This design comes from an exercise in tuning for small area on the open sky130 flow, not from production work. The RTL was checked by simulation tests, not by an equivalence proof against the original design. Power is estimated from default activity; no workload was simulated.

==> design.v <==
module ir_volume(clk, rst, ir_in, gtick, att_ack, att_sel_n, att_valid, att_byte, tens_we, ones_we, seg_tens, seg_ones);
  input clk;
  wire clk;
  input rst;
  wire rst;
  input ir_in;
  wire ir_in;
  input gtick;
  wire gtick;
  input att_ack;
  wire att_ack;
  output att_sel_n;
  wire att_sel_n;
  output att_valid;
  wire att_valid;
  output [7:0] att_byte;
  wire [7:0] att_byte;
  output tens_we;
  wire tens_we;
  output ones_we;
  wire ones_we;
  output [7:0] seg_tens;
  wire [7:0] seg_tens;
  output [7:0] seg_ones;
  wire [7:0] seg_ones;
  wire _0000_;
  wire _0001_;
  wire _0002_;
  wire _0003_;
  wire _0004_;
  wire _0005_;
  wire _0006_;
  wire _0007_;
  wire _0008_;
  wire _0009_;
  wire _0010_;
  wire _0011_;
  wire _0012_;
  wire _0013_;
  wire _0014_;
  wire _0015_;
  wire _0016_;
  wire _0017_;
  wire _0018_;
  wire _0019_;
  wire _0020_;
  wire _0021_;
  wire _0022_;
  wire _0023_;
  wire _0024_;
  wire _0025_;
  wire _0026_;
  wire _0027_;
  wire _0028_;
  wire _0029_;
  wire _0030_;
  wire _0031_;
  wire _0032_;
  wire _0033_;
  wire _0034_;
  wire _0035_;
  wire _0036_;
  wire _0037_;
  wire _0038_;
  wire _0039_;
  wire _0040_;
  wire _0041_;
  wire _0042_;
  wire _0043_;
  wire _0044_;
  wire _0045_;
  wire _0046_;
  wire _0047_;
  wire _0048_;
  wire _0049_;
  wire _0050_;
  wire _0051_;
  wire _0052_;
  wire _0053_;
  wire _0054_;
  wire _0055_;
  wire _0056_;
  wire _0057_;
  wire _0058_;
  wire _0059_;
  wire _0060_;
  wire _0061_;
  wire _0062_;
  wire _0063_;
  wire _0064_;
  wire _0065_;
  wire _0066_;
  wire _0067_;
  wire _0068_;
  wire _0069_;
  wire _0070_;
  wire _0071_;
  wire _0072_;
  wire _0073_;
  wire _0074_;
  wire _0075_;
  wire _0076_;
  wire _0077_;
  wire _0078_;
  wire _0079_;
  wire _0080_;
  wire _0081_;
  wire _0082_;
  wire _0083_;
  wire _0084_;
  wire _0085_;
  wire _0086_;
  wire _0087_;
  wire _0088_;
  wire _0089_;
  wire _0090_;
  wire _0091_;
  wire _0092_;
  wire _0093_;
  wire _0094_;
  wire _0095_;
  wire _0096_;
  wire _0097_;
  wire _0098_;
  wire _0099_;
  wire _0100_;
  wire _0101_;
  wire _0102_;
  wire _0103_;
  wire _0104_;
  wire _0105_;
  wire _0106_;
  wire _0107_;
  wire _0108_;
  wire _0109_;
  wire _0110_;
  wire _0111_;
  wire _0112_;
  wire _0113_;
  wire _0114_;
  wire _0115_;
  wire _0116_;
  wire _0117_;
  wire _0118_;
  wire _0119_;
  wire _0120_;
  wire _0121_;
  wire _0122_;
  wire _0123_;
  wire _0124_;
  wire _0125_;
  wire _0126_;
  wire _0127_;
  wire _0128_;
  wire _0129_;
  wire _0130_;
  wire _0131_;
  wire _0132_;
  wire _0133_;
  wire _0134_;
  wire _0135_;
  wire _0136_;
  wire _0137_;
  wire _0138_;
  wire _0139_;
  wire _0140_;
  wire _0141_;
  wire _0142_;
  wire _0143_;
  wire _0144_;
  wire _0145_;
  wire _0146_;
  wire _0147_;
  wire _0148_;
  wire _0149_;
  wire _0150_;
  wire _0151_;
  wire _0152_;
  wire _0153_;
  wire _0154_;
  wire _0155_;
  wire _0156_;
  wire _0157_;
  wire _0158_;
  wire _0159_;
  wire _0160_;
  wire _0161_;
  wire _0162_;
  wire _0163_;
  wire _0164_;
  wire _0165_;
  wire _0166_;
  wire _0167_;
  wire _0168_;
  wire _0169_;
  wire _0170_;
  wire _0171_;
  wire _0172_;
  wire _0173_;
  wire _0174_;
  wire _0175_;
  wire _0176_;
  wire _0177_;
  wire _0178_;
  wire _0179_;
  wire _0180_;
  wire _0181_;
  wire _0182_;
  wire _0183_;
  wire _0184_;
  wire _0185_;
  wire _0186_;
  wire _0187_;
  wire _0188_;
  wire _0189_;
  wire _0190_;
  wire _0191_;
  wire _0192_;
  wire _0193_;
  wire _0194_;
  wire _0195_;
  wire _0196_;
  wire _0197_;
  wire _0198_;
  wire _0199_;
  wire _0200_;
  wire _0201_;
  wire _0202_;
  wire _0203_;
  wire _0204_;
  wire _0205_;
  wire _0206_;
  wire _0207_;
  wire _0208_;
  wire _0209_;
  wire _0210_;
  wire _0211_;
  wire _0212_;
  wire _0213_;
  wire _0214_;
  wire _0215_;
  wire _0216_;
  wire _0217_;
  wire _0218_;
  wire _0219_;
  wire _0220_;
  wire _0221_;
  wire _0222_;
  wire _0223_;
  wire _0224_;
  wire _0225_;
  wire _0226_;
  wire _0227_;
  wire _0228_;
  wire _0229_;
  wire _0230_;
  wire _0231_;
  wire _0232_;
  wire _0233_;
  wire _0234_;
  wire _0235_;
  wire _0236_;
  wire _0237_;
  wire _0238_;
  wire _0239_;
  wire _0240_;
  wire _0241_;
  wire _0242_;
  wire _0243_;
  wire _0244_;
  wire _0245_;
  wire _0246_;
  wire _0247_;
  wire _0248_;
  wire _0249_;
  wire _0250_;
  wire _0251_;
  wire _0252_;
  wire _0253_;
  wire _0254_;
  wire _0255_;
  wire _0256_;
  wire _0257_;
  wire _0258_;
  wire _0259_;
  wire _0260_;
  wire _0261_;
  wire _0262_;
  wire _0263_;
  wire _0264_;
  wire _0265_;
  wire _0266_;
  wire _0267_;
  wire _0268_;
  wire _0269_;
  wire _0270_;
  wire _0271_;
  wire _0272_;
  wire _0273_;
  wire _0274_;
  wire _0275_;
  wire _0276_;
  wire _0277_;
  wire _0278_;
  wire _0279_;
  wire _0280_;
  wire _0281_;
  wire _0282_;
  wire _0283_;
  wire _0284_;
  wire _0285_;
  wire _0286_;
  wire _0287_;
  wire _0288_;
  wire _0289_;
  wire _0290_;
  wire _0291_;
  wire _0292_;
  wire _0293_;
  wire _0294_;
  wire _0295_;
  wire _0296_;
  wire _0297_;
  wire _0298_;
  wire _0299_;
  wire _0300_;
  wire _0301_;
  wire _0302_;
  wire _0303_;
  wire _0304_;
  wire _0305_;
  wire _0306_;
  wire _0307_;
  wire _0308_;
  wire _0309_;
  wire _0310_;
  wire _0311_;
  wire _0312_;
  wire _0313_;
  wire _0314_;
  wire _0315_;
  wire _0316_;
  wire _0317_;
  wire _0318_;
  wire _0319_;
  wire _0320_;
  wire _0321_;
  wire _0322_;
  wire _0323_;
  wire _0324_;
  wire _0325_;
  wire _0326_;
  wire _0327_;
  wire _0328_;
  wire _0329_;
  wire _0330_;
  wire _0331_;
  wire _0332_;
  wire _0333_;
  wire _0334_;
  wire _0335_;
  wire _0336_;
  wire _0337_;
  wire _0338_;
  wire _0339_;
  wire _0340_;
  wire _0341_;
  wire _0342_;
  wire _0343_;
  wire _0344_;
  wire _0345_;
  wire _0346_;
  wire _0347_;
  wire _0348_;
  wire _0349_;
  wire _0350_;
  wire _0351_;
  wire _0352_;
  wire _0353_;
  wire _0354_;
  wire _0355_;
  wire _0356_;
  wire _0357_;
  wire _0358_;
  wire _0359_;
  wire _0360_;
  wire _0361_;
  wire _0362_;
  wire _0363_;
  wire _0364_;
  wire _0365_;
  wire _0366_;
  wire _0367_;
  wire _0368_;
  wire _0369_;
  wire _0370_;
  wire _0371_;
  wire _0372_;
  wire _0373_;
  wire _0374_;
  wire _0375_;
  wire _0376_;
  wire _0377_;
  wire _0378_;
  wire _0379_;
  wire _0380_;
  wire _0381_;
  wire _0382_;
  wire _0383_;
  wire _0384_;
  wire _0385_;
  wire _0386_;
  wire _0387_;
  wire _0388_;
  wire _0389_;
  wire _0390_;
  wire _0391_;
  wire _0392_;
  wire _0393_;
  wire _0394_;
  wire _0395_;
  wire _0396_;
  wire _0397_;
  wire _0398_;
  wire _0399_;
  wire _0400_;
  wire _0401_;
  wire _0402_;
  wire _0403_;
  wire _0404_;
  wire _0405_;
  wire _0406_;
  wire _0407_;
  wire _0408_;
  wire _0409_;
  wire _0410_;
  wire _0411_;
  wire _0412_;
  wire _0413_;
  wire _0414_;
  wire _0415_;
  wire _0416_;
  wire _0417_;
  wire _0418_;
  wire _0419_;
  wire _0420_;
  wire _0421_;
  wire _0422_;
  wire _0423_;
  wire _0424_;
  wire _0425_;
  wire _0426_;
  wire _0427_;
  wire _0428_;
  wire _0429_;
  wire _0430_;
  wire _0431_;
  wire _0432_;
  wire _0433_;
  wire _0434_;
  wire _0435_;
  wire _0436_;
  wire _0437_;
  wire _0438_;
  wire _0439_;
  wire _0440_;
  wire _0441_;
  wire _0442_;
  wire _0443_;
  wire _0444_;
  wire _0445_;
  wire _0446_;
  wire _0447_;
  wire _0448_;
  wire _0449_;
  wire _0450_;
  wire _0451_;
  wire _0452_;
  wire _0453_;
  wire _0454_;
  wire _0455_;
  wire _0456_;
  wire _0457_;
  wire _0458_;
  wire _0459_;
  wire _0460_;
  wire _0461_;
  wire _0462_;
  wire _0463_;
  wire _0464_;
  wire _0465_;
  wire _0466_;
  wire _0467_;
  wire _0468_;
  wire _0469_;
  wire _0470_;
  wire _0471_;
  wire _0472_;
  wire _0473_;
  wire _0474_;
  wire _0475_;
  wire _0476_;
  wire _0477_;
  wire _0478_;
  wire _0479_;
  wire _0480_;
  wire _0481_;
  wire _0482_;
  wire _0483_;
  wire _0484_;
  wire _0485_;
  wire _0486_;
  wire _0487_;
  wire _0488_;
  wire _0489_;
  wire _0490_;
  wire _0491_;
  wire _0492_;
  wire _0493_;
  wire _0494_;
  wire _0495_;
  wire _0496_;
  wire _0497_;
  wire _0498_;
  wire _0499_;
  wire _0500_;
  wire _0501_;
  wire _0502_;
  wire _0503_;
  wire _0504_;
  wire _0505_;
  wire _0506_;
  wire _0507_;
  wire _0508_;
  wire _0509_;
  wire _0510_;
  wire _0511_;
  wire _0512_;
  wire _0513_;
  wire _0514_;
  wire _0515_;
  wire _0516_;
  wire _0517_;
  wire _0518_;
  wire _0519_;
  wire _0520_;
  wire _0521_;
  wire _0522_;
  wire _0523_;
  wire _0524_;
  wire _0525_;
  wire _0526_;
  wire _0527_;
  wire _0528_;
  wire _0529_;
  wire _0530_;
  wire _0531_;
  wire _0532_;
  wire _0533_;
  wire _0534_;
  wire _0535_;
  wire _0536_;
  wire _0537_;
  wire _0538_;
  wire _0539_;
  wire _0540_;
  wire _0541_;
  wire _0542_;
  wire _0543_;
  wire _0544_;
  wire _0545_;
  wire _0546_;
  wire _0547_;
  wire _0548_;
  wire _0549_;
  wire _0550_;
  wire _0551_;
  wire _0552_;
  wire _0553_;
  wire _0554_;
  wire _0555_;
  wire _0556_;
  wire _0557_;
  wire _0558_;
  wire _0559_;
  wire _0560_;
  wire _0561_;
  wire _0562_;
  wire _0563_;
  wire _0564_;
  wire _0565_;
  wire _0566_;
  wire _0567_;
  wire _0568_;
  wire _0569_;
  wire _0570_;
  wire _0571_;
  wire _0572_;
  wire _0573_;
  wire _0574_;
  wire _0575_;
  wire _0576_;
  wire _0577_;
  wire _0578_;
  wire _0579_;
  wire _0580_;
  wire _0581_;
  wire _0582_;
  wire _0583_;
  wire _0584_;
  wire _0585_;
  wire _0586_;
  wire _0587_;
  wire _0588_;
  wire _0589_;
  wire _0590_;
  wire _0591_;
  wire _0592_;
  wire _0593_;
  wire _0594_;
  wire _0595_;
  wire _0596_;
  wire _0597_;
  wire _0598_;
  wire _0599_;
  wire _0600_;
  wire _0601_;
  wire _0602_;
  wire _0603_;
  wire _0604_;
  wire _0605_;
  wire _0606_;
  wire _0607_;
  wire _0608_;
  wire _0609_;
  wire _0610_;
  wire _0611_;
  wire _0612_;
  wire _0613_;
  wire _0614_;
  wire _0615_;
  wire _0616_;
  wire _0617_;
  wire _0618_;
  wire _0619_;
  wire _0620_;
  wire _0621_;
  wire _0622_;
  wire _0623_;
  wire _0624_;
  wire _0625_;
  wire _0626_;
  wire _0627_;
  wire _0628_;
  wire _0629_;
  wire _0630_;
  wire _0631_;
  wire _0632_;
  wire _0633_;
  wire _0634_;
  wire _0635_;
  wire _0636_;
  wire _0637_;
  wire _0638_;
  wire _0639_;
  wire _0640_;
  wire _0641_;
  wire _0642_;
  wire _0643_;
  wire _0644_;
  wire _0645_;
  wire _0646_;
  wire _0647_;
  wire _0648_;
  wire _0649_;
  wire _0650_;
  wire _0651_;
  wire _0652_;
  wire _0653_;
  wire _0654_;
  wire _0655_;
  wire _0656_;
  wire _0657_;
  wire _0658_;
  wire _0659_;
  wire _0660_;
  wire _0661_;
  wire _0662_;
  wire _0663_;
  wire _0664_;
  wire _0665_;
  wire _0666_;
  wire _0667_;
  wire _0668_;
  wire _0669_;
  wire _0670_;
  wire _0671_;
  wire _0672_;
  reg [3:0] dones;
  reg [3:0] dtens;
  reg [1:0] fcmd;
  reg fok;
  reg [7:0] gap;
  reg ir_q;
  reg [1:0] last;
  reg [4:0] nbits;
  reg [3:0] ones;
  reg [8:0] pcnt;
  reg [2:0] rcount;
  reg [7:0] sav;
  reg [3:0] st;
  reg [3:0] tens;
  reg [6:0] thr;
  assign _0065_ = ~(st[2] | st[1]);
  assign _0066_ = ~(_0065_ & st[0]);
  assign tens_we = st[3] & ~(_0066_);
  assign _0067_ = ~(st[0] | st[3]);
  assign _0068_ = ~st[3];
  assign _0069_ = st[2] & st[1];
  assign _0070_ = ~_0069_;
  assign _0071_ = ~st[0];
  assign _0072_ = ~(_0065_ & _0071_);
  assign att_sel_n = _0068_ ? _0070_ : _0072_;
  assign att_valid = ~(att_sel_n | _0067_);
  assign _0073_ = st[3] & ~(st[0]);
  assign _0074_ = _0073_ & _0065_;
  assign _0075_ = tens[0] | ~(tens[1]);
  assign _0076_ = tens[0] & ~(tens[1]);
  assign _0077_ = _0075_ & ~(_0076_);
  assign _0078_ = tens[2] & ~(_0077_);
  assign _0079_ = ~ones[3];
  assign _0080_ = ones[1] & ones[2];
  assign _0081_ = _0079_ & ~(_0080_);
  assign _0082_ = tens[3] & ~(_0081_);
  assign _0083_ = tens[0] & tens[3];
  assign _0084_ = ~(_0083_ | _0082_);
  assign _0085_ = _0084_ & ~(_0078_);
  assign att_byte[6] = _0074_ & ~(_0085_);
  assign _0086_ = ~ones[1];
  assign _0087_ = ones[1] & ones[0];
  assign _0088_ = ones[2] ? _0086_ : _0087_;
  assign _0089_ = ~_0088_;
  assign _0090_ = ~tens[3];
  assign _0091_ = ones[2] & ~(ones[1]);
  assign _0092_ = ones[3] & ~(_0091_);
  assign _0093_ = _0092_ | _0090_;
  assign _0094_ = _0093_ | _0089_;
  assign _0095_ = ~(ones[2] | ones[3]);
  assign _0096_ = ~tens[2];
  assign _0097_ = ~(tens[1] & tens[0]);
  assign _0098_ = _0096_ & ~(_0097_);
  assign _0099_ = ~(ones[1] | ones[0]);
  assign _0100_ = _0099_ | ~(_0098_);
  assign _0101_ = _0083_ | ~(_0100_);
  assign _0102_ = _0101_ & ~(_0095_);
  assign _0103_ = tens[2] & ~(tens[0]);
  assign _0104_ = _0095_ & ~(ones[1]);
  assign _0105_ = tens[1] & ~(ones[0]);
  assign _0106_ = _0105_ & _0104_;
  assign _0107_ = _0103_ & ~(_0106_);
  assign _0108_ = tens[3] & ~(tens[0]);
  assign _0109_ = _0108_ & _0095_;
  assign _0110_ = ones[0] | ~(tens[2]);
  assign _0111_ = _0097_ | _0079_;
  assign _0112_ = _0110_ & ~(_0111_);
  assign _0113_ = _0112_ | _0109_;
  assign _0114_ = _0113_ | _0107_;
  assign _0115_ = _0114_ | _0102_;
  assign _0116_ = _0094_ & ~(_0115_);
  assign att_byte[5] = _0074_ & ~(_0116_);
  assign _0117_ = _0075_ | _0079_;
  assign _0118_ = ones[1] & ~(ones[2]);
  assign _0119_ = ~_0118_;
  assign _0120_ = tens[2] & ~(tens[1]);
  assign _0121_ = _0120_ & ~(tens[0]);
  assign _0122_ = _0076_ & ~(tens[2]);
  assign _0123_ = ~(_0122_ | _0121_);
  assign _0124_ = _0123_ & ~(_0119_);
  assign _0125_ = _0117_ & ~(_0124_);
  assign _0126_ = ~(tens[0] | ones[2]);
  assign _0127_ = tens[1] & ~(tens[2]);
  assign _0128_ = ~(_0120_ | _0127_);
  assign _0129_ = ~(_0128_ & _0126_);
  assign _0130_ = _0125_ & ~(_0129_);
  assign _0131_ = ~tens[0];
  assign _0132_ = tens[2] | tens[3];
  assign _0133_ = tens[1] ? _0131_ : _0132_;
  assign _0134_ = _0121_ | ~(_0133_);
  assign _0135_ = _0134_ & _0118_;
  assign _0136_ = _0080_ & ~(_0134_);
  assign _0137_ = ~ones[0];
  assign _0138_ = _0120_ | tens[3];
  assign _0139_ = tens[0] & ones[2];
  assign _0140_ = _0079_ & ~(_0139_);
  assign _0141_ = _0138_ & ~(_0140_);
  assign _0142_ = _0141_ | _0137_;
  assign _0143_ = _0142_ | _0136_;
  assign _0144_ = ~(_0143_ | _0135_);
  assign _0145_ = _0144_ & ~(_0130_);
  assign _0146_ = ~_0127_;
  assign _0147_ = tens[0] ? _0090_ : _0146_;
  assign _0148_ = _0095_ & ~(_0147_);
  assign _0149_ = ~tens[1];
  assign _0150_ = _0149_ & ~(_0132_);
  assign _0151_ = ~(ones[1] | ones[2]);
  assign _0152_ = ~(_0151_ | _0080_);
  assign _0153_ = _0152_ | _0126_;
  assign _0154_ = _0150_ & ~(_0153_);
  assign _0155_ = _0109_ | ones[0];
  assign _0156_ = _0155_ | _0154_;
  assign _0157_ = _0156_ | _0148_;
  assign _0158_ = _0125_ & ~(_0157_);
  assign _0159_ = _0158_ | _0145_;
  assign _0160_ = ~ones[2];
  assign _0161_ = ~_0108_;
  assign _0162_ = _0161_ & ~(_0078_);
  assign _0163_ = _0162_ | _0160_;
  assign _0164_ = _0163_ | _0127_;
  assign _0165_ = _0164_ & ~(_0139_);
  assign _0166_ = _0165_ & _0091_;
  assign _0167_ = tens[2] & ~(_0097_);
  assign _0168_ = _0167_ & ~(_0095_);
  assign _0169_ = _0108_ & _0080_;
  assign _0170_ = _0105_ & _0091_;
  assign _0171_ = _0170_ | st[2];
  assign _0172_ = _0171_ | _0169_;
  assign _0173_ = _0172_ | _0168_;
  assign _0174_ = _0173_ | _0166_;
  assign _0175_ = _0159_ & ~(_0174_);
  assign att_byte[0] = att_valid & ~(_0175_);
  assign _0176_ = _0119_ & ~(_0130_);
  assign _0177_ = _0176_ | _0096_;
  assign _0178_ = _0177_ & ~(_0168_);
  assign _0179_ = _0178_ | _0131_;
  assign _0180_ = _0126_ | _0149_;
  assign _0181_ = _0104_ ? _0077_ : _0180_;
  assign _0182_ = tens[3] ? _0086_ : _0080_;
  assign _0183_ = _0182_ & ~(_0131_);
  assign _0184_ = _0120_ & _0095_;
  assign _0185_ = _0184_ | _0183_;
  assign _0186_ = _0181_ & ~(_0185_);
  assign _0187_ = _0137_ & ~(_0186_);
  assign _0188_ = ones[0] & ~(tens[1]);
  assign _0189_ = _0188_ & ~(_0079_);
  assign _0190_ = _0188_ | _0096_;
  assign _0191_ = _0190_ ^ _0076_;
  assign _0192_ = _0091_ & ~(_0191_);
  assign _0193_ = _0192_ | _0189_;
  assign _0194_ = _0193_ | _0187_;
  assign _0195_ = _0179_ & ~(_0194_);
  assign _0196_ = ~(_0147_ & _0160_);
  assign _0197_ = ~(_0196_ & _0087_);
  assign _0198_ = _0165_ & ~(_0197_);
  assign _0199_ = tens[3] & ~(_0080_);
  assign _0200_ = _0088_ | _0083_;
  assign _0201_ = _0199_ & ~(_0200_);
  assign _0202_ = ones[3] & ~(tens[2]);
  assign _0203_ = _0105_ | tens[0];
  assign _0204_ = _0202_ & ~(_0203_);
  assign _0205_ = _0127_ & _0095_;
  assign _0206_ = ~(_0205_ | _0170_);
  assign _0207_ = _0098_ & ~(_0206_);
  assign _0208_ = ones[0] & ~(_0152_);
  assign _0209_ = _0208_ & _0207_;
  assign _0210_ = _0209_ | _0204_;
  assign _0211_ = _0210_ | _0201_;
  assign _0212_ = _0211_ | _0198_;
  assign _0213_ = _0195_ & ~(_0212_);
  assign att_byte[1] = _0074_ & ~(_0213_);
  assign _0214_ = _0076_ & ~(_0151_);
  assign _0215_ = _0214_ & ~(_0136_);
  assign _0216_ = _0127_ & _0091_;
  assign _0217_ = _0216_ | _0155_;
  assign _0218_ = _0217_ | _0215_;
  assign _0219_ = _0178_ & ~(_0218_);
  assign _0220_ = _0098_ & ~(_0086_);
  assign _0221_ = ones[3] | ~(tens[1]);
  assign _0222_ = ones[1] & ~(ones[3]);
  assign _0223_ = _0222_ | ~(_0103_);
  assign _0224_ = _0221_ & ~(_0223_);
  assign _0225_ = ~(ones[1] | ones[3]);
  assign _0226_ = ~(_0076_ & _0090_);
  assign _0227_ = _0225_ & ~(_0226_);
  assign _0228_ = _0227_ | _0224_;
  assign _0229_ = _0228_ | _0220_;
  assign _0230_ = tens[2] ? _0131_ : _0075_;
  assign _0231_ = _0104_ & ~(_0230_);
  assign _0232_ = _0082_ | _0137_;
  assign _0233_ = _0232_ | _0231_;
  assign _0234_ = _0233_ | _0229_;
  assign _0235_ = _0163_ & ~(_0234_);
  assign _0236_ = _0235_ | _0219_;
  assign _0237_ = ~(_0132_ | _0077_);
  assign _0238_ = _0161_ & ~(_0237_);
  assign _0239_ = _0118_ & ~(_0238_);
  assign _0240_ = _0105_ | _0131_;
  assign _0241_ = _0128_ | _0079_;
  assign _0242_ = _0240_ & ~(_0241_);
  assign _0243_ = _0242_ | _0239_;
  assign _0244_ = _0236_ & ~(_0243_);
  assign att_byte[2] = _0074_ & ~(_0244_);
  assign _0245_ = _0079_ & ~(_0130_);
  assign _0246_ = _0245_ | _0110_;
  assign _0247_ = ~(_0139_ & _0150_);
  assign _0248_ = tens[2] & tens[0];
  assign _0249_ = _0149_ & ~(_0248_);
  assign _0250_ = _0160_ & ~(_0249_);
  assign _0251_ = _0250_ | _0167_;
  assign _0252_ = _0247_ & ~(_0251_);
  assign _0253_ = _0087_ & ~(_0252_);
  assign _0254_ = _0091_ & ~(_0162_);
  assign _0255_ = _0099_ | _0087_;
  assign _0256_ = _0199_ & ~(_0255_);
  assign _0257_ = ~(ones[0] & tens[0]);
  assign _0258_ = _0257_ | ~(_0202_);
  assign _0259_ = ~(_0258_ & _0206_);
  assign _0260_ = _0259_ | _0256_;
  assign _0261_ = _0090_ & ~(_0076_);
  assign _0262_ = _0261_ & ~(_0103_);
  assign _0263_ = ones[3] & ~(_0262_);
  assign _0264_ = _0121_ & ~(_0088_);
  assign _0265_ = _0264_ | _0263_;
  assign _0266_ = _0265_ | _0260_;
  assign _0267_ = _0266_ | _0254_;
  assign _0268_ = _0267_ | _0253_;
  assign _0269_ = _0246_ & ~(_0268_);
  assign att_byte[3] = _0074_ & ~(_0269_);
  assign _0270_ = _0096_ ? _0075_ : _0097_;
  assign _0271_ = _0270_ | _0137_;
  assign _0272_ = tens[2] & ~(_0081_);
  assign _0273_ = _0271_ & ~(_0272_);
  assign _0274_ = ones[2] & ~(_0273_);
  assign _0275_ = _0121_ | _0108_;
  assign _0276_ = _0089_ ? _0083_ : _0275_;
  assign _0277_ = _0120_ | ~(_0075_);
  assign _0278_ = _0277_ & ~(_0081_);
  assign _0279_ = _0278_ | st[2];
  assign _0280_ = _0279_ | _0207_;
  assign _0281_ = _0280_ | _0276_;
  assign _0282_ = _0281_ | _0274_;
  assign _0283_ = _0246_ & ~(_0282_);
  assign att_byte[4] = att_valid & ~(_0283_);
  assign _0284_ = ~dones[3];
  assign _0285_ = ~dones[0];
  assign _0286_ = ~(dones[2] & dones[1]);
  assign _0287_ = _0286_ | _0285_;
  assign _0288_ = ~(dones[2] | dones[3]);
  assign _0289_ = _0288_ & ~(dones[1]);
  assign seg_ones[6] = _0287_ & ~(_0289_);
  assign _0290_ = _0284_ & ~(seg_ones[6]);
  assign _0291_ = ~(dones[1] | dones[0]);
  assign _0292_ = _0291_ | ~(dones[2]);
  assign seg_ones[1] = _0292_ | _0290_;
  assign _0293_ = _0286_ | _0284_;
  assign _0294_ = ~(dones[2] | dones[0]);
  assign _0295_ = ~(_0294_ | dones[1]);
  assign _0296_ = dones[0] & ~(_0288_);
  assign _0297_ = _0295_ & ~(_0296_);
  assign seg_ones[0] = _0293_ & ~(_0297_);
  assign _0298_ = dtens[2] & dtens[1];
  assign _0299_ = ~(_0298_ & dtens[0]);
  assign _0300_ = ~(dtens[2] | dtens[3]);
  assign _0301_ = _0300_ & ~(dtens[1]);
  assign seg_tens[6] = _0299_ & ~(_0301_);
  assign seg_tens[5] = _0299_ & ~(_0300_);
  assign _0302_ = st[2] | ~(st[1]);
  assign _0303_ = _0067_ & ~(_0302_);
  assign _0304_ = _0303_ | fok;
  assign _0305_ = pcnt[0] & ~(thr[0]);
  assign _0306_ = pcnt[1] & ~(thr[1]);
  assign _0307_ = _0306_ | _0305_;
  assign _0308_ = thr[2] & ~(pcnt[2]);
  assign _0309_ = thr[1] & ~(pcnt[1]);
  assign _0310_ = _0309_ | _0308_;
  assign _0311_ = _0307_ & ~(_0310_);
  assign _0312_ = pcnt[3] & ~(thr[3]);
  assign _0313_ = pcnt[2] & ~(thr[2]);
  assign _0314_ = _0313_ | _0312_;
  assign _0315_ = _0314_ | _0311_;
  assign _0316_ = thr[4] & ~(pcnt[4]);
  assign _0317_ = thr[3] & ~(pcnt[3]);
  assign _0318_ = _0317_ | _0316_;
  assign _0319_ = _0315_ & ~(_0318_);
  assign _0320_ = pcnt[4] & ~(thr[4]);
  assign _0321_ = pcnt[5] & ~(thr[5]);
  assign _0322_ = _0321_ | _0320_;
  assign _0323_ = _0322_ | _0319_;
  assign _0324_ = thr[6] & ~(pcnt[6]);
  assign _0325_ = thr[5] & ~(pcnt[5]);
  assign _0326_ = _0325_ | _0324_;
  assign _0327_ = _0323_ & ~(_0326_);
  assign _0328_ = pcnt[6] & ~(thr[6]);
  assign _0329_ = pcnt[8] | pcnt[7];
  assign _0330_ = _0329_ | _0328_;
  assign _0331_ = _0330_ | _0327_;
  assign _0332_ = fcmd[0] & ~(nbits[0]);
  assign _0333_ = ~nbits[1];
  assign _0334_ = fcmd[1] & nbits[0];
  assign _0335_ = _0334_ | _0333_;
  assign _0336_ = ~(_0335_ | _0332_);
  assign _0337_ = ~nbits[2];
  assign _0338_ = nbits[3] & nbits[4];
  assign _0339_ = ~(_0338_ & _0337_);
  assign _0340_ = ~(_0339_ | _0336_);
  assign _0341_ = nbits[2] & ~(_0338_);
  assign _0342_ = ~nbits[4];
  assign _0343_ = ~(nbits[1] & nbits[0]);
  assign _0344_ = _0342_ & ~(_0343_);
  assign _0345_ = _0344_ | _0341_;
  assign _0346_ = ~(_0345_ | _0340_);
  assign _0347_ = ~(nbits[2] | nbits[3]);
  assign _0348_ = ~(nbits[4] & nbits[1]);
  assign _0349_ = _0347_ & ~(_0348_);
  assign _0350_ = _0346_ & ~(_0349_);
  assign _0351_ = _0350_ | _0331_;
  assign _0352_ = _0068_ & ~(_0069_);
  assign _0353_ = _0352_ & ir_in;
  assign _0354_ = ~(_0353_ & st[0]);
  assign _0355_ = st[1] & ~(_0354_);
  assign _0356_ = ~_0355_;
  assign _0357_ = _0346_ & _0331_;
  assign _0358_ = _0357_ | _0356_;
  assign _0359_ = _0351_ & ~(_0358_);
  assign _0000_ = _0304_ & ~(_0359_);
  assign seg_ones[3] = _0287_ & ~(_0297_);
  assign _0360_ = ~dtens[0];
  assign _0361_ = ~(dtens[1] | dtens[3]);
  assign seg_tens[4] = _0360_ & ~(_0361_);
  assign _0362_ = dtens[1] | ~(dtens[2]);
  assign _0363_ = _0360_ & ~(_0362_);
  assign seg_tens[3] = seg_tens[6] & ~(_0363_);
  assign _0364_ = ~(_0300_ & _0360_);
  assign _0365_ = dtens[2] & dtens[3];
  assign seg_tens[2] = _0364_ & ~(_0365_);
  assign _0366_ = ~(_0301_ & _0360_);
  assign _0367_ = dtens[0] & ~(_0362_);
  assign _0368_ = dtens[0] & ~(dtens[3]);
  assign _0369_ = _0298_ & ~(_0368_);
  assign _0370_ = _0369_ | _0367_;
  assign seg_tens[1] = _0366_ & ~(_0370_);
  assign _0371_ = ~(_0365_ | _0361_);
  assign seg_tens[0] = _0371_ | _0367_;
  assign _0372_ = _0090_ & ~(_0167_);
  assign att_byte[7] = _0074_ & ~(_0372_);
  assign _0373_ = _0288_ & ~(_0291_);
  assign seg_ones[5] = _0287_ & ~(_0373_);
  assign _0374_ = _0294_ & dones[1];
  assign seg_ones[2] = _0293_ & ~(_0374_);
  assign seg_ones[4] = _0285_ & ~(_0295_);
  assign ones_we = _0073_ & ~(_0302_);
  assign _0375_ = _0068_ & ~(_0066_);
  assign _0376_ = ~_0375_;
  assign _0377_ = ~pcnt[5];
  assign _0378_ = pcnt[4] & pcnt[3];
  assign _0379_ = _0377_ & ~(_0378_);
  assign _0380_ = ~pcnt[4];
  assign _0381_ = pcnt[3] & pcnt[2];
  assign _0382_ = _0380_ & ~(_0381_);
  assign _0383_ = pcnt[5] & ~(_0382_);
  assign _0384_ = pcnt[6] ? _0379_ : _0383_;
  assign _0385_ = _0384_ ^ pcnt[7];
  assign _0001_ = _0376_ ? thr[3] : _0385_;
  assign _0386_ = _0377_ ? _0378_ : _0382_;
  assign _0387_ = _0386_ ^ pcnt[6];
  assign _0002_ = _0376_ ? thr[2] : _0387_;
  assign _0388_ = ~(_0382_ | _0378_);
  assign _0389_ = _0388_ ^ pcnt[5];
  assign _0003_ = _0375_ ? _0389_ : thr[1];
  assign _0390_ = ~rst;
  assign _0391_ = ~fcmd[0];
  assign _0392_ = _0151_ & ~(ones[0]);
  assign _0393_ = _0391_ & ~(_0392_);
  assign _0394_ = ~fcmd[1];
  assign _0395_ = _0394_ & ~(_0208_);
  assign _0396_ = ~(gap[7] | gap[6]);
  assign _0397_ = gap[5] & gap[4];
  assign _0398_ = ~gap[3];
  assign _0399_ = gap[2] | gap[1];
  assign _0400_ = _0398_ & ~(_0399_);
  assign _0401_ = _0397_ & ~(_0400_);
  assign _0402_ = _0396_ & ~(_0401_);
  assign _0403_ = ~(fcmd[1] | fcmd[0]);
  assign _0404_ = ~(fok & st[2]);
  assign _0405_ = _0404_ | _0403_;
  assign _0406_ = _0405_ | _0354_;
  assign _0407_ = ~(_0406_ | _0402_);
  assign _0408_ = gap[3] & ~(gap[2]);
  assign _0409_ = ~(gap[7] & gap[6]);
  assign _0410_ = _0408_ & ~(_0409_);
  assign _0411_ = gap[1] & ~(gap[0]);
  assign _0412_ = ~(_0411_ & _0397_);
  assign _0413_ = _0410_ & ~(_0412_);
  assign _0414_ = rcount[2] & ~(rcount[1]);
  assign _0415_ = _0414_ & rcount[0];
  assign _0416_ = fcmd[1] & fcmd[0];
  assign _0417_ = _0416_ | ~(_0415_);
  assign _0418_ = fcmd[1] ^ last[1];
  assign _0419_ = fcmd[0] ^ last[0];
  assign _0420_ = ~(_0419_ | _0418_);
  assign _0421_ = ~(_0420_ & _0417_);
  assign _0422_ = _0421_ | _0413_;
  assign _0423_ = ~(_0422_ & _0407_);
  assign _0424_ = _0150_ & ~(tens[0]);
  assign _0425_ = _0099_ & _0095_;
  assign _0426_ = _0425_ & ~(fcmd[0]);
  assign _0427_ = _0426_ & _0424_;
  assign _0428_ = ones[0] & ~(fcmd[1]);
  assign _0429_ = _0151_ & ~(_0079_);
  assign _0430_ = _0429_ & _0428_;
  assign _0431_ = _0430_ & ~(_0372_);
  assign _0432_ = _0431_ & _0122_;
  assign _0433_ = _0432_ | _0427_;
  assign _0434_ = _0433_ | _0423_;
  assign _0435_ = ~(_0434_ | _0395_);
  assign _0436_ = _0435_ & ~(_0393_);
  assign _0437_ = _0436_ | _0079_;
  assign _0438_ = _0425_ & ~(_0394_);
  assign _0439_ = ~(_0438_ & _0424_);
  assign _0440_ = _0439_ | ~(sav[3]);
  assign _0441_ = _0222_ & ~(fcmd[1]);
  assign _0442_ = _0441_ | _0426_;
  assign _0443_ = _0440_ & ~(_0442_);
  assign _0444_ = _0435_ & ~(_0443_);
  assign _0445_ = _0437_ & ~(_0444_);
  assign _0004_ = _0390_ & ~(_0445_);
  assign _0446_ = pcnt[3] & ~(pcnt[2]);
  assign _0447_ = _0446_ ^ pcnt[4];
  assign _0005_ = _0375_ ? _0447_ : thr[0];
  assign _0448_ = ~(pcnt[1] & pcnt[0]);
  assign _0449_ = _0448_ | ~(_0352_);
  assign _0450_ = _0449_ | ~(_0381_);
  assign _0451_ = pcnt[4] & ~(_0450_);
  assign _0452_ = _0451_ & ~(_0377_);
  assign _0453_ = ~(pcnt[7] & pcnt[6]);
  assign _0454_ = _0452_ & ~(_0453_);
  assign _0455_ = _0454_ | pcnt[8];
  assign _0456_ = _0453_ | ~(pcnt[8]);
  assign _0457_ = _0452_ & ~(_0456_);
  assign _0458_ = _0352_ & ~(ir_in);
  assign _0459_ = _0071_ ? _0353_ : _0458_;
  assign _0460_ = _0459_ & _0072_;
  assign _0461_ = _0352_ & ~(_0460_);
  assign _0462_ = ~_0461_;
  assign _0463_ = _0457_ | ~(_0462_);
  assign _0006_ = _0455_ & ~(_0463_);
  assign _0464_ = ~nbits[0];
  assign _0465_ = _0355_ & ~(_0464_);
  assign _0466_ = ~(_0465_ & _0349_);
  assign _0007_ = _0466_ ? fcmd[1] : _0331_;
  assign _0467_ = ~pcnt[7];
  assign _0468_ = ~pcnt[6];
  assign _0469_ = _0452_ & ~(_0468_);
  assign _0470_ = _0469_ ^ _0467_;
  assign _0008_ = _0462_ & ~(_0470_);
  assign _0471_ = _0452_ ^ _0468_;
  assign _0009_ = _0462_ & ~(_0471_);
  assign _0472_ = _0451_ ^ pcnt[5];
  assign _0010_ = _0472_ & ~(_0461_);
  assign _0473_ = _0450_ ^ _0380_;
  assign _0011_ = _0473_ & ~(_0461_);
  assign _0474_ = pcnt[2] & ~(_0449_);
  assign _0475_ = _0474_ ^ pcnt[3];
  assign _0012_ = _0475_ & ~(_0461_);
  assign _0476_ = ~(_0449_ ^ pcnt[2]);
  assign _0013_ = _0476_ & ~(_0461_);
  assign _0477_ = _0352_ & pcnt[0];
  assign _0478_ = _0477_ ^ pcnt[1];
  assign _0014_ = _0478_ & ~(_0461_);
  assign _0479_ = _0352_ ^ pcnt[0];
  assign _0015_ = _0479_ | _0461_;
  assign _0480_ = pcnt[6] & ~(_0379_);
  assign _0481_ = _0467_ & ~(_0480_);
  assign _0482_ = ~(_0375_ & pcnt[8]);
  assign _0483_ = ~(_0482_ | _0481_);
  assign _0484_ = thr[6] & ~(_0375_);
  assign _0016_ = _0484_ | _0483_;
  assign _0485_ = _0349_ & ~(nbits[0]);
  assign _0486_ = ~(_0485_ & _0355_);
  assign _0017_ = _0486_ ? fcmd[0] : _0331_;
  assign _0487_ = _0067_ & ~(_0353_);
  assign _0488_ = ~att_ack;
  assign _0489_ = ~(_0072_ | ir_q);
  assign _0490_ = att_valid ? _0488_ : _0489_;
  assign _0491_ = pcnt[3] | pcnt[2];
  assign _0492_ = _0491_ | _0448_;
  assign _0493_ = _0492_ | _0456_;
  assign _0494_ = _0383_ & ~(_0493_);
  assign _0495_ = _0459_ & ~(_0494_);
  assign _0496_ = _0495_ | _0490_;
  assign _0497_ = _0496_ | _0487_;
  assign _0498_ = ~(_0458_ & st[0]);
  assign _0499_ = nbits[0] | ~(st[2]);
  assign _0500_ = nbits[4] | nbits[1];
  assign _0501_ = _0500_ | _0499_;
  assign _0502_ = _0347_ & ~(_0501_);
  assign _0503_ = _0502_ | ~(_0498_);
  assign _0504_ = _0065_ ? st[0] : _0458_;
  assign _0505_ = _0504_ & ~(_0503_);
  assign _0506_ = _0505_ | ~(st[2]);
  assign _0507_ = _0497_ & ~(_0506_);
  assign _0508_ = _0423_ & ~(rst);
  assign _0509_ = ~(_0508_ & _0356_);
  assign _0018_ = _0509_ | _0507_;
  assign _0510_ = _0497_ & st[1];
  assign _0511_ = _0505_ | ~(_0508_);
  assign _0019_ = _0511_ | _0510_;
  assign _0512_ = _0497_ | _0074_;
  assign _0513_ = _0496_ & ~(st[0]);
  assign _0514_ = _0513_ | rst;
  assign _0020_ = _0512_ & ~(_0514_);
  assign _0515_ = ~(fcmd[1] ^ ones[0]);
  assign _0516_ = ~(_0515_ | _0434_);
  assign _0517_ = _0516_ ^ ones[1];
  assign _0518_ = sav[1] & ~(_0439_);
  assign _0519_ = fcmd[0] ? fcmd[1] : _0425_;
  assign _0520_ = ~(_0519_ | _0430_);
  assign _0521_ = ~(_0520_ | _0434_);
  assign _0522_ = _0521_ & ~(_0518_);
  assign _0523_ = _0522_ | rst;
  assign _0021_ = _0517_ & ~(_0523_);
  assign _0524_ = _0416_ & ~(_0423_);
  assign _0525_ = _0137_ & ~(_0524_);
  assign _0526_ = sav[0] & ~(_0439_);
  assign _0527_ = ~(_0526_ | _0525_);
  assign _0528_ = _0434_ | ~(_0527_);
  assign _0529_ = _0434_ & ~(_0527_);
  assign _0530_ = _0529_ | rst;
  assign _0022_ = _0528_ & ~(_0530_);
  assign _0531_ = st[3] & ~(_0065_);
  assign _0532_ = _0390_ & ~(_0531_);
  assign _0533_ = dones[2] | ~(_0532_);
  assign _0534_ = ~(_0531_ & _0390_);
  assign _0535_ = _0160_ & ~(_0534_);
  assign _0023_ = _0533_ & ~(_0535_);
  assign _0536_ = dones[1] | ~(_0532_);
  assign _0537_ = _0086_ & ~(_0534_);
  assign _0024_ = _0536_ & ~(_0537_);
  assign _0538_ = ~nbits[3];
  assign _0539_ = _0355_ & ~(_0343_);
  assign _0540_ = _0539_ & ~(_0337_);
  assign _0541_ = _0540_ & ~(_0538_);
  assign _0542_ = ~_0303_;
  assign _0543_ = _0542_ & ~(_0541_);
  assign _0025_ = _0342_ ? _0541_ : _0543_;
  assign _0544_ = ~(_0532_ & _0285_);
  assign _0545_ = _0137_ & ~(_0534_);
  assign _0026_ = _0544_ & ~(_0545_);
  assign _0546_ = _0407_ & ~(_0420_);
  assign _0547_ = gap[3] & gap[2];
  assign _0548_ = gap[5] | gap[4];
  assign _0549_ = _0548_ | gap[7];
  assign _0550_ = _0549_ | _0547_;
  assign _0551_ = _0396_ | st[3];
  assign _0552_ = ~(_0551_ | _0072_);
  assign _0553_ = ~(_0552_ & _0415_);
  assign _0554_ = _0550_ & ~(_0553_);
  assign _0555_ = _0554_ | rst;
  assign _0556_ = ~(_0555_ | _0546_);
  assign _0557_ = rcount[0] & ~(_0423_);
  assign _0558_ = _0557_ & rcount[1];
  assign _0559_ = ~(_0558_ ^ rcount[2]);
  assign _0027_ = _0556_ & ~(_0559_);
  assign _0560_ = tens_we | rst;
  assign _0561_ = dtens[2] & ~(_0560_);
  assign _0562_ = ~(tens_we & _0390_);
  assign _0563_ = tens[2] & ~(_0562_);
  assign _0028_ = _0563_ | _0561_;
  assign _0564_ = dtens[1] & ~(_0560_);
  assign _0565_ = tens[1] & ~(_0562_);
  assign _0029_ = _0565_ | _0564_;
  assign _0566_ = ~gap[1];
  assign _0567_ = gtick & gap[0];
  assign _0568_ = _0567_ & ~(_0566_);
  assign _0569_ = ~(_0568_ & _0547_);
  assign _0570_ = _0397_ & ~(_0569_);
  assign _0571_ = ~(_0570_ & gap[6]);
  assign _0572_ = _0571_ ^ gap[7];
  assign _0030_ = _0508_ & ~(_0572_);
  assign _0573_ = _0430_ & _0097_;
  assign _0574_ = _0521_ & ~(_0573_);
  assign _0575_ = _0574_ | tens[2];
  assign _0576_ = sav[6] & ~(_0439_);
  assign _0577_ = _0430_ & ~(_0167_);
  assign _0578_ = _0127_ | fcmd[0];
  assign _0579_ = _0123_ & ~(_0578_);
  assign _0580_ = _0579_ | _0577_;
  assign _0581_ = _0580_ | _0576_;
  assign _0582_ = _0521_ & ~(_0581_);
  assign _0583_ = _0582_ | rst;
  assign _0031_ = _0575_ & ~(_0583_);
  assign _0584_ = _0391_ & ~(_0195_);
  assign _0585_ = _0521_ & ~(_0584_);
  assign _0586_ = _0585_ | tens[3];
  assign _0587_ = _0167_ & ~(_0090_);
  assign _0588_ = _0431_ & ~(_0587_);
  assign _0589_ = sav[7] & ~(_0439_);
  assign _0590_ = _0589_ | _0588_;
  assign _0591_ = _0585_ & ~(_0590_);
  assign _0592_ = _0591_ | rst;
  assign _0032_ = _0586_ & ~(_0592_);
  assign _0593_ = _0439_ | ~(sav[5]);
  assign _0594_ = _0077_ ? _0391_ : _0430_;
  assign _0595_ = _0593_ & ~(_0594_);
  assign _0596_ = _0521_ ? _0595_ : _0149_;
  assign _0033_ = _0390_ & ~(_0596_);
  assign _0597_ = ~(_0521_ & tens[0]);
  assign _0598_ = _0524_ | rst;
  assign _0599_ = _0131_ & ~(_0521_);
  assign _0600_ = _0599_ | _0598_;
  assign _0601_ = _0597_ & ~(_0600_);
  assign _0602_ = rst | ~(sav[4]);
  assign _0603_ = _0602_ | _0439_;
  assign _0604_ = ~(_0603_ | _0434_);
  assign _0034_ = _0604_ | _0601_;
  assign _0605_ = tens[0] & ~(_0562_);
  assign _0606_ = dtens[0] & ~(_0560_);
  assign _0035_ = _0606_ | _0605_;
  assign _0607_ = ~(_0524_ & _0390_);
  assign _0608_ = tens[2] & ~(_0607_);
  assign _0609_ = sav[6] & ~(_0598_);
  assign _0036_ = _0609_ | _0608_;
  assign _0610_ = sav[7] & ~(_0598_);
  assign _0611_ = tens[3] & ~(_0607_);
  assign _0037_ = _0611_ | _0610_;
  assign _0612_ = _0407_ ? fcmd[0] : last[0];
  assign _0038_ = _0612_ & ~(_0555_);
  assign _0613_ = tens[1] & ~(_0607_);
  assign _0614_ = sav[5] & ~(_0598_);
  assign _0039_ = _0614_ | _0613_;
  assign _0615_ = tens[0] & ~(_0607_);
  assign _0616_ = sav[4] & ~(_0598_);
  assign _0040_ = _0616_ | _0615_;
  assign _0617_ = tens[3] & ~(_0562_);
  assign _0618_ = dtens[3] & ~(_0560_);
  assign _0041_ = _0618_ | _0617_;
  assign _0619_ = _0407_ ? fcmd[1] : last[1];
  assign _0042_ = _0619_ & ~(_0555_);
  assign _0620_ = sav[3] & ~(_0598_);
  assign _0621_ = ones[3] & ~(_0607_);
  assign _0043_ = _0621_ | _0620_;
  assign _0622_ = sav[2] & ~(_0598_);
  assign _0623_ = ones[2] & ~(_0607_);
  assign _0044_ = _0623_ | _0622_;
  assign _0624_ = ones[1] & ~(_0607_);
  assign _0625_ = sav[1] & ~(_0598_);
  assign _0045_ = _0625_ | _0624_;
  assign _0626_ = ~(_0570_ ^ gap[6]);
  assign _0046_ = _0508_ & ~(_0626_);
  assign _0627_ = _0569_ | ~(gap[4]);
  assign _0628_ = _0627_ ^ gap[5];
  assign _0047_ = _0508_ & ~(_0628_);
  assign _0629_ = _0569_ ^ gap[4];
  assign _0048_ = _0508_ & ~(_0629_);
  assign _0630_ = att_valid & ~(_0488_);
  assign _0631_ = _0068_ & ~(_0630_);
  assign _0049_ = _0532_ & ~(_0631_);
  assign _0632_ = ~gap[2];
  assign _0633_ = _0568_ & ~(_0632_);
  assign _0634_ = _0633_ ^ _0398_;
  assign _0050_ = _0508_ & ~(_0634_);
  assign _0635_ = _0568_ ^ _0632_;
  assign _0051_ = _0508_ & ~(_0635_);
  assign _0636_ = _0567_ ^ _0566_;
  assign _0052_ = _0508_ & ~(_0636_);
  assign _0637_ = ~(gtick ^ gap[0]);
  assign _0638_ = _0637_ | _0413_;
  assign _0053_ = _0508_ & ~(_0638_);
  assign _0639_ = _0557_ | rcount[1];
  assign _0640_ = _0414_ | ~(_0556_);
  assign _0641_ = _0640_ | _0558_;
  assign _0054_ = _0639_ & ~(_0641_);
  assign _0642_ = _0640_ | ~(_0557_);
  assign _0643_ = _0423_ & ~(rcount[0]);
  assign _0644_ = _0643_ | _0555_;
  assign _0055_ = _0642_ & ~(_0644_);
  assign _0645_ = ones[0] & ~(_0607_);
  assign _0646_ = sav[0] & ~(_0598_);
  assign _0056_ = _0646_ | _0645_;
  assign _0647_ = _0516_ & _0255_;
  assign _0648_ = _0647_ | ones[2];
  assign _0649_ = sav[2] & ~(_0439_);
  assign _0650_ = _0099_ & ~(_0429_);
  assign _0651_ = _0391_ & ~(_0650_);
  assign _0652_ = _0651_ | _0649_;
  assign _0653_ = _0435_ & ~(_0652_);
  assign _0654_ = _0653_ | rst;
  assign _0057_ = _0648_ & ~(_0654_);
  assign _0655_ = _0375_ & ~(pcnt[8]);
  assign _0656_ = _0468_ & ~(_0383_);
  assign _0657_ = pcnt[7] & ~(_0656_);
  assign _0658_ = _0657_ & _0655_;
  assign _0659_ = thr[5] & ~(_0375_);
  assign _0660_ = _0481_ & ~(_0482_);
  assign _0661_ = _0660_ | _0659_;
  assign _0058_ = _0661_ | _0658_;
  assign _0662_ = _0657_ | ~(_0483_);
  assign _0663_ = _0655_ & _0481_;
  assign _0664_ = ~(_0375_ | thr[4]);
  assign _0665_ = _0664_ | _0663_;
  assign _0666_ = _0665_ | _0658_;
  assign _0059_ = _0662_ & ~(_0666_);
  assign _0667_ = _0538_ & ~(_0540_);
  assign _0060_ = _0543_ & ~(_0667_);
  assign _0668_ = _0542_ & ~(_0539_);
  assign _0061_ = _0337_ ? _0539_ : _0668_;
  assign _0669_ = ~(_0532_ & _0284_);
  assign _0670_ = _0079_ & ~(_0534_);
  assign _0062_ = _0669_ & ~(_0670_);
  assign _0671_ = _0333_ & ~(_0465_);
  assign _0063_ = _0668_ & ~(_0671_);
  assign _0672_ = _0355_ ^ _0464_;
  assign _0064_ = _0542_ & ~(_0672_);
  always @(posedge clk)
    nbits[0] <= _0064_;
  always @(posedge clk)
    nbits[1] <= _0063_;
  always @(posedge clk)
    nbits[2] <= _0061_;
  always @(posedge clk)
    nbits[3] <= _0060_;
  always @(posedge clk)
    nbits[4] <= _0025_;
  always @(posedge clk)
    last[0] <= _0038_;
  always @(posedge clk)
    last[1] <= _0042_;
  always @(posedge clk)
    st[0] <= _0020_;
  always @(posedge clk)
    st[1] <= _0019_;
  always @(posedge clk)
    st[2] <= _0018_;
  always @(posedge clk)
    st[3] <= _0049_;
  always @(posedge clk)
    pcnt[0] <= _0015_;
  always @(posedge clk)
    pcnt[1] <= _0014_;
  always @(posedge clk)
    pcnt[2] <= _0013_;
  always @(posedge clk)
    pcnt[3] <= _0012_;
  always @(posedge clk)
    pcnt[4] <= _0011_;
  always @(posedge clk)
    pcnt[5] <= _0010_;
  always @(posedge clk)
    pcnt[6] <= _0009_;
  always @(posedge clk)
    pcnt[7] <= _0008_;
  always @(posedge clk)
    pcnt[8] <= _0006_;
  always @(posedge clk)
    thr[0] <= _0005_;
  always @(posedge clk)
    thr[1] <= _0003_;
  always @(posedge clk)
    thr[2] <= _0002_;
  always @(posedge clk)
    thr[3] <= _0001_;
  always @(posedge clk)
    thr[4] <= _0059_;
  always @(posedge clk)
    thr[5] <= _0058_;
  always @(posedge clk)
    thr[6] <= _0016_;
  always @(posedge clk)
    rcount[0] <= _0055_;
  always @(posedge clk)
    rcount[1] <= _0054_;
  always @(posedge clk)
    rcount[2] <= _0027_;
  always @(posedge clk)
    gap[0] <= _0053_;
  always @(posedge clk)
    gap[1] <= _0052_;
  always @(posedge clk)
    gap[2] <= _0051_;
  always @(posedge clk)
    gap[3] <= _0050_;
  always @(posedge clk)
    gap[4] <= _0048_;
  always @(posedge clk)
    gap[5] <= _0047_;
  always @(posedge clk)
    gap[6] <= _0046_;
  always @(posedge clk)
    gap[7] <= _0030_;
  always @(posedge clk)
    tens[0] <= _0034_;
  always @(posedge clk)
    tens[1] <= _0033_;
  always @(posedge clk)
    tens[2] <= _0031_;
  always @(posedge clk)
    tens[3] <= _0032_;
  always @(posedge clk)
    ones[0] <= _0022_;
  always @(posedge clk)
    ones[1] <= _0021_;
  always @(posedge clk)
    ones[2] <= _0057_;
  always @(posedge clk)
    ones[3] <= _0004_;
  always @(posedge clk)
    sav[0] <= _0056_;
  always @(posedge clk)
    sav[1] <= _0045_;
  always @(posedge clk)
    sav[2] <= _0044_;
  always @(posedge clk)
    sav[3] <= _0043_;
  always @(posedge clk)
    sav[4] <= _0040_;
  always @(posedge clk)
    sav[5] <= _0039_;
  always @(posedge clk)
    sav[6] <= _0036_;
  always @(posedge clk)
    sav[7] <= _0037_;
  always @(posedge clk)
    dtens[0] <= _0035_;
  always @(posedge clk)
    dtens[1] <= _0029_;
  always @(posedge clk)
    dtens[2] <= _0028_;
  always @(posedge clk)
    dtens[3] <= _0041_;
  always @(posedge clk)
    dones[0] <= _0026_;
  always @(posedge clk)
    dones[1] <= _0024_;
  always @(posedge clk)
    dones[2] <= _0023_;
  always @(posedge clk)
    dones[3] <= _0062_;
  always @(posedge clk)
    fcmd[1] <= _0007_;
  always @(posedge clk)
    fcmd[0] <= _0017_;
  always @(posedge clk)
    ir_q <= ir_in;
  always @(posedge clk)
    fok <= _0000_;
  assign seg_ones[7] = 1'h0;
  assign seg_tens[7] = 1'h0;
endmodule
==> run.sh <==
#!/bin/bash
# synth_recipe.tcl (not shown) runs the flow's synth.tcl, then flattens the netlist and writes it again
# the make line also repeats each setting of config.mk as NAME=value (left out here)
make -C /OpenROAD-flow-scripts/flow DESIGN_CONFIG=/design/flow/config.mk WORK_HOME=/design/flow/orfs CLKGATE_MAP_FILE= SYNTH_SCRIPT=/design/flow/synth_recipe.tcl finish
==> config.mk <==
export PLATFORM = sky130hd
export DESIGN_NAME = ir_volume
export DESIGN_NICKNAME = ir_volume
export VERILOG_FILES = /design/flow/design.v
export SDC_FILE = /design/flow/constraint.sdc
export NUM_CORES = 4
export LEC_CHECK = 0
export ABC_AREA = 1
export CAP_MARGIN = 20
export CORE_MARGIN = 2
export CORE_UTILIZATION = 40
export SLEW_MARGIN = 20
==> constraint.sdc <==
create_clock -name core_clock -period 10.0 [get_ports {clk}]
set_input_delay 2.0000 -clock core_clock [delete_from_list [all_inputs] [get_ports {clk}]]
set_output_delay 2.0000 -clock core_clock [all_outputs]
set_load 0.01 [all_outputs]
==> results.py, run 1 <==
metrics = {
    "sta": {
        "fmax_ghz": 0.189,
        "tightestPinTransition_ns": 0.931,
        "fin_crit_sh": 0.530,
        "rsz0062_at_grt": "no",
        "min_period_ns": 5.30,
        "finalMaxSlewViolations": 0,
        "clock-skew-final_ns": 0.00931,
        "fin_setup_tns_ns": 0,
        "final-hold-violation-count": 0,
        "setup_viol": 0,
        "hold_ws_ns": 0.479,
        "relSlewSlack": 0.373,
    },
    "grt": {
        "antenna_found_initial": 0,
        "grt_pass1_wl_mm": 20.6,
        "grt_use_total": 0.224,
        "grt_overflow": 0,
        "grt_pass1_vias": 4210,
        "grt_max_degree": 21,
    },
    "yosys": {
        "synth_top_cell_by_area": "dfxtp_1",
        "synth_top_cell_area_share": 0.269,
        "synth_area_leaders": "dfxtp_1 (27%), nand2_1 (10%), inv_1 (9.2%)",
        "syn_area_mm2": 0.00447,
        "yosysWarnings": 1,
        "synth_cells": 661,
        "synth-edff-count": 6,
        "yosys.cell_types.count": 52,
        "ys_ff_latch": 66,
        "yosysSeqAreaShare": 0.309,
        "syn_area_per_cell_um2": 6.76,
        "async_flop_share": 0,
        "yosys_most_used_dff": "dfxtp_1",
    },
    "min_path": {
        "hp-class": "reg -> reg",
    },
    "power": {
        "combPwrFrac": 0.323,
        "clkPwrFrac": 0.271,
        "pwr-share-seq": 0.406,
        "p_leak_uw": 0.00217,
        "switchingPower_uw": 281,
        "peakVddDrop_mv": 0.0699,
        "intPower_uw": 532,
        "swShare": 0.346,
        "power_density_mw_per_mm2": 161,
    },
    "floorplanning": {
        "initial_core_util": 0.411,
        "core_mm2": 0.0109,
        "rows": 38,
        "die_area_mm2": 0.0120,
        "die_w_um": 110,
        "fp.dieH_um": 110,
        "io_pins": 33,
    },
    "placed_design": {
        "routabilityCongestion": 0.951,
        "io_buffer_count": 30,
        "dpl_cell_area_mm2": 0.00487,
        "place_inst": 818,
        "post-dp-hpwl_mm": 9.92,
    },
    "clock_network": {
        "clkLatencyLatePin_ns": 0.35,
        "clock-root-buffer": "clkbuf_8",
        "cts_setup_buffers": 0,
        "cts_buffers": 9,
        "cts_hold_buf": 0,
        "cts.sinks": 66,
        "cts_htree_levels": 3,
        "cts_tree": "built",
        "cts.clk_slew.worst_paths_ns": 0.08,
        "ctsResizeCount": 0,
        "max-clock-path-buffers": 2,
    },
    "job": {
        "cap_violations": 0,
    },
    "critical_path": {
        "crit_chain": "inv_1, ha_1, inv_1, nand2_1, nand2_1, nand2_1, o21ai_0, or2_2, a31oi_1, clkdlybuf4s50_1",
        "critPathSlowestCell": "dfxtp_1",
        "cp_slowest_stage_delay_ns": 0.68,
        "crit_path_frequent_cell": "nand2_1",
        "criticalPathCategory": "reg -> out",
        "worst_setup_path_start_kind": "register",
        "cp-end-kind": "output port",
        "crit_required_ns": 8.00,
        "crit_fanout": 14,
        "cp_top_family": "buffers and inverters",
        "cp_num_buf_inv": 3,
        "critPathArrivalTime_ns": 3.30,
    },
    "route": {
        "via_per_inst": 5.33,
        "wl_per_cell_um": 15.3,
        "drtIter0Drc": 238,
        "num_vias": 4443,
        "drt_pass1_iterations": 5,
        "drcViolationCount": 0,
        "wl_mm": 12.8,
        "ant_nets": 0,
    },
    "layout": {
        "drive_above_1_share": 0.0837,
        "final_common_cell": "nand2_1",
        "area_growth_pct": 13.0,
        "fillers": 1123,
        "diodes": 0,
        "design_area_mm2": 0.00505,
        "final_cell_mix": "nand2_1 (125), inv_1 (109), nor2_1 (65)",
        "final_util": 0.464,
        "final_nets": 717,
        "final_cells": 833,
    },
    "status": {
        "run_status": "timing/DRC/antenna clean",
    },
}
==> power by group through the flow <==
stage | clock network, uW | registers (uW) | logic (uW)
2_1_floorplan | 0 | 323 | 181
3_3_place_gp | 0 | 334 | 262
3_5_place_dp | 0 | 335 | 265
4_1_cts | 225 | 329 | 266
5_1_grt | 236 | 335 | 297
6_report | 220 | 330 | 263
==> per-layer routing <==
layer	track usage	wire (um)	part of all wire
met1	0.267	5390	0.42
met2	0.373	6040	0.47
met3	0.0249	602	0.047
met4	0.159	722	0.057
met5	0	0	0
==> per-stage QoR <==
step | setup WS [ns] | power, uW
floorplan | 6.26 | 504
global placement | 5.11 | 596
detailed placement | 5.14 | 600
CTS | 4.74 | 821
global route | 4.54 | 868
finish | 4.70 | 813
==> flip-flops by register name (all words and copies together), names as in the netlist, 4 cells and up <==
register and cells:
tens 4, sav 8, ones 4, nbits 5, gap 8, pcnt 9
dtens 4, dones 4, st 4, thr 7
==> path summary, 6_finish.rpt <==
kind                    from               to  slack (ns)  cells past startpoint
max reg2reg  tens[0]$_DFF_P_  tens[3]$_DFF_P_        7.49                     11
min          last[0]$_DFF_P_  last[0]$_DFF_P_        0.48                      2
max          tens[0]$_DFF_P_      att_byte[0]        4.70                     10
min reg2reg  last[0]$_DFF_P_  last[0]$_DFF_P_        0.48                      2
==> kinds of logic (layout without fill, tap and decap cells) <==
group	Yosys count	after routing	share of synthesized area
AND/OR/NAND/NOR	287	287	0.302
AO/OA/AOI/OAI	140	140	0.184
buffers and inverters	134	165	0.120
flip-flops	66	66	0.309
adder cells (fa/ha/maj)	23	23	0.0644
XOR/XNOR	10	10	0.0196
other	1	2	0.000839
==> Yosys cell counts (3+ instances only) <==
library cell,count
nand3_2,3
o22ai_1,17
nor3_1,16
inv_1,109
edfxtp_1,6
buf_4,3
o21ai_0,40
nor2_4,4
nand2_2,5
o31ai_1,3
o21ai_1,7
nand4_1,12
a31oi_1,9
xor2_1,4
nand3_1,36
a211oi_1,3
a21oi_2,4
nor2_1,65
nand2_1,125
a21oi_1,39
buf_2,8
or2_2,3
ha_1,23
nor2_2,4
dfxtp_1,60
inv_2,9
xnor2_1,6
nand2_4,3
o21ai_2,3
o211ai_1,4
==> cell type report <==
type	count	area [um2]	area share
clock inverter	3	40.0	0.00792
clock buffer	12	145	0.0287
inverter	120	457	0.0904
sequential	66	1380	0.273
timing repair buffer	30	300	0.0594
multi-input combinational	462	2550	0.506
tap	140	175	0.0347
==> worst min-delay path: cells and delay by family (launching register included) <==
kind                   cells  cell delay, ns
flip-flops                 1            0.31
buffers and inverters      1            0.07
AO/OA/AOI/OAI              1            0.05
==> inputs of run 2 (changes only) <==
==> flow/run.sh (new file) <==
#!/bin/bash
# The standard layout with two changes:
#  - synthesis maps the logic with ABC for area only (flow/area.abc) instead of
#    ORFS's delay-bounded mapping, buffering and sizing; everything else in the
#    synthesis script (registers, names, flattening) is the standard flow's own;
#  - every input and output port gets the smallest buffer (buf_1).
set -euo pipefail
here=$(pwd)
# synthesis script: the standard flow's, with the ABC call given flow/area.abc as its script
{
  head -n 1 synth_recipe.tcl
  cat <<EOT
proc abc {args} {
  set i [lsearch -exact \$args -script]
  if { \$i >= 0 } { set args [lreplace \$args \$i [expr {\$i + 1}] -script $here/flow/area.abc] }
  yosys abc {*}\$args
}
EOT
  tail -n +2 synth_recipe.tcl
} > area_synth.tcl
sed "s#SYNTH_SCRIPT=[^ ]*synth_recipe.tcl#SYNTH_SCRIPT=$here/area_synth.tcl#" standard.sh > area_standard.sh
grep -q "SYNTH_SCRIPT=$here/area_synth.tcl" area_standard.sh
export BUFFER_PORTS_ARGS="-buffer_cell sky130_fd_sc_hd__buf_1"
bash area_standard.sh > standard.log 2>&1
==> flow/area.abc (new file) <==
strash
dch -f
map -a
topo
stime -c
buffer -c
upsize -c
dnsize -c
==> standard.sh (new file) <==
#!/bin/bash
# synth_recipe.tcl (not shown) runs the flow's synth.tcl, then flattens the netlist and writes it again
# the make line also repeats each setting of config.mk as NAME=value (left out here)
make -C /OpenROAD-flow-scripts/flow DESIGN_CONFIG=/design/flow/config.mk WORK_HOME=/design/flow/orfs CLKGATE_MAP_FILE= SYNTH_SCRIPT=/design/flow/synth_recipe.tcl "${@:-finish}"
--- a/config.mk
+++ b/config.mk
@@ -10,3 +10,6 @@
 export CORE_MARGIN = 2
 export CORE_UTILIZATION = 40
+export CTS_BUF_LIST = sky130_fd_sc_hd__clkbuf_4
+export CTS_CLUSTER_DIAMETER = 100
+export CTS_CLUSTER_SIZE = 30
 export SLEW_MARGIN = 20
removed: run.sh
==> run 2 against run 1 <==
  * Largest cell class unchanged
  * Register-to-register slack lost 0.38 ns
  * Critical endpoint is now att_byte[3]
  * Routed wire length down 3.7%
  * Sequential power is essentially flat
==> results.py, run 2 <==
metrics = {
    "placed_design": {
        "post-dp-hpwl_mm": 9.73,
        "routabilityCongestion": 0.966,
        "io_buffer_count": 30,
    },
    "job": {
        "cap_violations": 0,
    },
    "layout": {
        "final_nets": 652,
        "area_growth_pct": 8.89,
        "regArea_mm2": 0.00138,
        "fillers": 1085,
        "largest_register_ff_count": 9,
        "final_common_cell": "inv_1",
        "reg_top3": "pcnt: 9 flops, gap: 8 flops, sav: 8 flops",
        "final_util": 0.446,
        "diodes": 0,
    },
    "yosys": {
        "synth_compound_area_frac": 0.254,
        "syn_area_per_cell_um2": 7.04,
        "yosysMostFrequentCell": "inv_1",
        "synth_top_family_by_area": "compound AO/OA/AOI/OAI gates",
        "synth_fa_ha_area_frac": 0.0686,
        "async_flop_share": 0,
        "synthXorXnorAreaFrac": 0.0209,
        "synthSimpleGateAreaFrac": 0.208,
        "synth_top_cell_by_area": "dfxtp_1",
        "ys_ff_latch": 66,
        "yosysSeqAreaShare": 0.329,
    },
    "power": {
        "peakVddDrop_mv": 0.0804,
        "p_leak_uw": 0.00180,
        "power_density_mw_per_mm2": 160,
    },
    "floorplanning": {
        "rows": 37,
        "fp.dieH_um": 106,
        "die_w_um": 106,
        "die_area_mm2": 0.0113,
    },
    "grt": {
        "antenna_found_initial": 0,
        "grt_overflow": 0,
        "grt_use_total": 0.227,
        "grt_pass1_wl_mm": 20.1,
        "grt_max_degree": 16,
    },
    "clock_network": {
        "cts_htree_levels": 3,
        "cts_setup_buffers": 0,
        "cts_buffers": 9,
        "cts_tree": "built",
        "cts.sinks": 66,
        "clkLatencyLatePin_ns": 0.43,
        "cts.clk_slew.worst_paths_ns": 0.11,
        "max-clock-path-buffers": 2,
    },
    "min_path": {
        "hold_depth": 2,
        "holdPathEnd": "sav[7]$_DFF_P_",
    },
    "critical_path": {
        "ff2ff_setup_slack_ns": 7.11,
        "worst_setup_path_start_kind": "register",
        "critPathArrivalTime_ns": 3.03,
        "crit_fanout": 8,
        "crit_required_ns": 8.00,
        "cp-end-kind": "output port",
        "reg2reg_from": "ones[2]$_DFF_P_",
        "criticalPathCategory": "reg -> out",
        "reg2reg_to": "tens[0]$_DFF_P_",
    },
    "sta": {
        "finalMaxSlewViolations": 0,
        "final-hold-violation-count": 0,
        "clock-skew-final_ns": 0.0169,
        "tightestPinTransition_ns": 0.629,
        "setup_viol": 0,
        "rsz0062_at_grt": "no",
        "relSlewSlack": 0.579,
        "fin_setup_tns_ns": 0,
        "min_period_ns": 5.03,
    },
    "route": {
        "wl_mm": 12.3,
        "ant_nets": 0,
        "num_vias": 4226,
        "wl_per_cell_um": 16.1,
        "drcViolationCount": 0,
        "drtIter0Drc": 200,
    },
    "status": {
        "run_status": "timing/DRC/antenna clean",
    },
}
## run 2: changes by cell type after synthesis, moves of 7 or more
cell     change
nand2_1     -55
nand3_1     -25
nor2_1      +17
a21oi_1     +14
nand4_1     -10
a22oi_1      +8
buf_2        -7
nor3_1       +7
## run 2: report_power, final
part	internal (uW)	leakage [uW]	switching, uW
combinational	71.3	0.00118	129
sequential	296	0.000539	32.2
clock	102	0.0000838	98.9
## run 2: cells by family after synthesis
family / count (synthesis)
AO/OA/AOI/OAI: 166
XOR/XNOR: 10
adder cells (fa/ha/maj): 23
buffers and inverters: 127
flip-flops: 66
other: 1
AND/OR/NAND/NOR: 203
## run 2: layout make-up
type,count,share of cell area
inverter,113,0.0934
timing repair buffer,30,0.0247
tap,136,0.0373
sequential,66,0.302
multi-input combinational,404,0.508
clock inverter,6,0.0178
clock buffer,10,0.0164
## run 2: worst max-delay path by stage
stage	start	to	slack (ns)	cells after the start
detailed placement	tens[1]$_DFF_P_	att_byte[3]	5.50	11
floorplan	tens[0]$_DFF_P_	att_byte[0]	5.93	12
global route	tens[1]$_DFF_P_	att_byte[1]	4.76	11
finish	tens[1]$_DFF_P_	att_byte[3]	4.97	11
CTS	tens[1]$_DFF_P_	att_byte[4]	5.02	11
global placement	tens[1]$_DFF_P_	att_byte[1]	5.44	11
## run 2: layer usage
metal  vias up  GRT usage  routed length, um
li1       2079          -                  -
met1      1943      0.258               5210
met2       147      0.382               5740
met3        57     0.0497                569
met4         0      0.152                767
met5         -          0                  0
## run 2: metrics by stage
stage               total power [uW]  setup slack (ns)  hold slack [ns]  std cells  area (um2)
floorplan                        479              5.93            0.429        597        4200
global placement                 533              5.44            0.445        749        4410
detailed placement               536              5.50            0.450        749        4410
CTS                              739              5.02            0.478        765        4570
global route                     782              4.76            0.506        765        4570
finish                           731              4.97            0.480        765        4570
## run 2: worst max-delay path, cell delays in order (launching register included)
cell     delay (ns)
dfxtp_1        0.42
inv_1          0.30
ha_1           0.35
inv_1          0.12
o22ai_1        0.28
o22ai_1        0.18
nor3_1         0.28
inv_1          0.10
a21oi_1        0.14
inv_1          0.10
a41oi_1        0.17
buf_1          0.18

Check on run 2: ideal ports give 4.975 ns setup slack; a clkbuf_16 on the clock port and buf_2 on the inputs give 4.947 ns; moving port delays by the midpoint clock arrival (0.448 ns) as well gives 5.394 ns.
